This is an optimization exercise on Yosys and OpenROAD, whose aim is small area, a short achievable clock period and few clock cycles per item, not a production implementation.
Only simulation tests tie the RTL to the original design; equivalence was not proved.

Setup of run A:
Design wt_sine, start of the top module:
module wt_sine (
  input             clk,
  input             rst,
  input             in_valid,
  output            in_ready,
  input      [1:0]  in_op,
  input      [31:0] in_a,
  input      [31:0] in_b,
  output reg        out_valid,
  input             out_ready,
  output reg [31:0] out_data,
  output reg [1:0]  out_fault
);
Size: about 5200 cells after synthesis, about 37000 um^2 of cells after synthesis.
clock: 100.0 ns
lec_check: 0
abc_area: 1
cap_margin: 0
core_margin: 2
core_utilization: 40
place_density: 0.55
slew_margin: 0
synth_memory_max_bits: 65536
standard.sh (not shown) runs the stock make flow with config.mk's settings and CLKGATE_MAP_FILE= SYNTH_SCRIPT=/design/flow/synth_recipe.tcl, a recipe that flattens the netlist after the stock synthesis.
==> flow/flow/run.sh <==
#!/bin/bash
# Own flow: the standard layout (standard.sh, all steps unchanged) with one
# difference: the port buffers that global placement inserts on every input
# and output are sky130_fd_sc_hd__buf_2 cells instead of the resizer's default
# choice (a clkdlybuf4s50 delay cell). The full make output goes to
# standard_flow.log in this folder.
set -euo pipefail
export BUFFER_PORTS_ARGS="-buffer_cell sky130_fd_sc_hd__buf_2"
bash standard.sh > standard_flow.log 2>&1
Testbench counts of run A, summed over its fixed seeds: cycles 32,032, items 32,000.
The following lists how run B was set up differently from run A:
-- flow/config.mk --
<<< run A, line 11
export CORE_UTILIZATION = 40
export PLACE_DENSITY = 0.55
>>> run B, line 11
export CORE_UTILIZATION = 40
export CTS_BUF_LIST = sky130_fd_sc_hd__clkbuf_8
export PLACE_DENSITY = 0.55
## What came out
Final non-filler cell total grows slightly when moving from run A to run B. Worst setup slack was higher in run A than in run B. Compared run A against run B; worst hold-check slack within noise.
> inputs changed (run B -> run C)
==> flow/run.sh (new file) <==
#!/bin/bash
# synth_recipe.tcl (not shown) runs the flow's synth.tcl, then flattens the netlist and writes it again
# the make line also repeats each setting of config.mk as NAME=value (left out here)
make -C /OpenROAD-flow-scripts/flow DESIGN_CONFIG=/design/flow/config.mk WORK_HOME=/design/flow/orfs CLKGATE_MAP_FILE= SYNTH_SCRIPT=/design/flow/synth_recipe.tcl finish
-- flow/config.mk --
<<< run B, line 11
export CORE_UTILIZATION = 40
export CTS_BUF_LIST = sky130_fd_sc_hd__clkbuf_8
export PLACE_DENSITY = 0.55
>>> run C, line 11
export CORE_UTILIZATION = 40
export PLACE_DENSITY = 0.55
removed: flow/flow/run.sh
removed: flow/standard.sh
--- outcome ---
The clock-pin slew of the registers on the worst-case setup and hold paths was comparable across run B and run C. Between run B and run C, the worst-case headroom to the max-slew limit is lower for run C. Final worst-path setup slack is higher on run B. Run B ended up with met4 as its highest routed metal layer; run C ended up with met5. Diff run B..run C | non-filler instance count after layout | negligible. Summary — met3 routed wirelength, run C relative to run B: higher, by 14%. Via count of the first global-routing pass sits lower in run C than in run B. Worst slack at placement (run C over run B): decrease, 0.63 ns. Capture point of the worst path: out_valid -> run C, out_data[13] -> run B.
Input-level comparison between run D and run C:
==> flow/flow/run.sh (new file) <==
#!/bin/bash
# Own flow: the standard layout (standard.sh, all steps unchanged) with one
# difference: the port buffers that global placement inserts on every input
# and output are sky130_fd_sc_hd__buf_2 cells instead of the resizer's default
# choice (a clkdlybuf4s50 delay cell). The full make output goes to
# standard_flow.log in this folder.
set -euo pipefail
export BUFFER_PORTS_ARGS="-buffer_cell sky130_fd_sc_hd__buf_2"
bash standard.sh > standard_flow.log 2>&1
==> flow/standard.sh (new file) <==
#!/bin/bash
# synth_recipe.tcl (not shown) runs the flow's synth.tcl, then flattens the netlist and writes it again
# the make line also repeats each setting of config.mk as NAME=value (left out here)
make -C /OpenROAD-flow-scripts/flow DESIGN_CONFIG=/design/flow/config.mk WORK_HOME=/design/flow/orfs CLKGATE_MAP_FILE= SYNTH_SCRIPT=/design/flow/synth_recipe.tcl "${@:-finish}"
-- flow/config.mk --
<<< run C, line 11
export CORE_UTILIZATION = 40
export PLACE_DENSITY = 0.55
>>> run D, line 11
export CORE_UTILIZATION = 40
export CTS_CLUSTER_DIAMETER = 150
export CTS_CLUSTER_SIZE = 24
export PLACE_DENSITY = 0.55
removed: flow/run.sh
### Flow results
The routed wire length was comparable across run D and run C.
Comparing run D and run C, total clock buffers created by CTS is lower on run D.
Clock skew: run D vs run C up 0.017 ns
Run D: cell area about 2.4% below run C
Run C reports its origin of the worst setup path as out_valid while run D reports out_data[13].

Another version of the RTL of wt_sine (not shown whole).
For scale: about 110 I/O pins, about 0.038 mm^2 of cells after synthesis.
Settings: LEC_CHECK=0, ABC_AREA=1, CAP_MARGIN=0, CORE_MARGIN=2, CORE_UTILIZATION=40, PLACE_DENSITY=0.55, SLEW_MARGIN=0, SYNTH_MEMORY_MAX_BITS=65536; clock period 100.0 ns.
==> flow/flow/run.sh <==
#!/bin/bash
# Own flow: the standard layout (standard.sh, all steps unchanged) with one
# difference: the port buffers that global placement inserts on every input
# and output are sky130_fd_sc_hd__buf_2 cells instead of the resizer's default
# choice (a clkdlybuf4s50 delay cell). The full make output goes to
# standard_flow.log in this folder.
set -euo pipefail
export BUFFER_PORTS_ARGS="-buffer_cell sky130_fd_sc_hd__buf_2"
bash standard.sh > standard_flow.log 2>&1
Testbench counts at the start, summed over its fixed seeds: cycles 32,032, items 32,000.
Change:
==> flow/run.sh (new file) <==
#!/bin/bash
# synth_recipe.tcl (not shown) runs the flow's synth.tcl, then flattens the netlist and writes it again
# the make line also repeats each setting of config.mk as NAME=value (left out here)
make -C /OpenROAD-flow-scripts/flow DESIGN_CONFIG=/design/flow/config.mk WORK_HOME=/design/flow/orfs CLKGATE_MAP_FILE= SYNTH_SCRIPT=/design/flow/synth_recipe.tcl finish
removed: flow/flow/run.sh
removed: flow/standard.sh
The changed run completed without violations.
Wire length is lower by 4.1%.
Area after synthesis is unchanged.
Hold slack improves by 0.034 ns.
Fmax goes down by 1.7%.

-- static timing again, ports no longer ideal --
The flow's constraints put no driver on any port. The routed layouts listed below were extracted and timed again, unchanged, in two steps. Step 1: set_driving_cell puts a clkbuf_16 on clk and a buf_2 on each other input, an assumption about the parent block. Step 2 adds t to the input delays and takes it off the output delays; t is the mean of the earliest and latest rising clock arrival at the registers after step 1. Input paths then give back, and output paths get back, about the clock's delay inside the block. Slacks: ideal / step 1 / step 2; pairs: ideal / step 1.
run | t (ns) | setup WS [ns] | latest minus earliest clock arrival (ns) | worst slew at a driven data input, ns | pins driven straight from the clock port
run A | 0.653 | 78.892 / 78.821 / 79.035 | 0.022 / 0.023 | 0.06 | 1
run B | 0.737 | 78.774 / 78.710 / 79.030 | 0.068 / 0.068 | 0.06 | 1
run C | 0.673 | 78.478 / 78.413 / 78.422 | 0.013 / 0.013 | 0.06 | 1
run D | 0.609 | 78.920 / 78.851 / 79.028 | 0.031 / 0.031 | 0.06 | 1
the first run of note 2 | 0.658 | 78.901 / 78.829 / 79.046 | 0.044 / 0.044 | 0.05 | 1
the second run of note 2 | 0.665 | 78.529 / 78.457 / 78.599 | 0.056 / 0.056 | 0.06 | 1
After both steps setup and hold are still met in every run listed. For run C, which loses most, drivers alone change the setup slack by -0.065 ns; drivers and shift together by -0.056 ns.
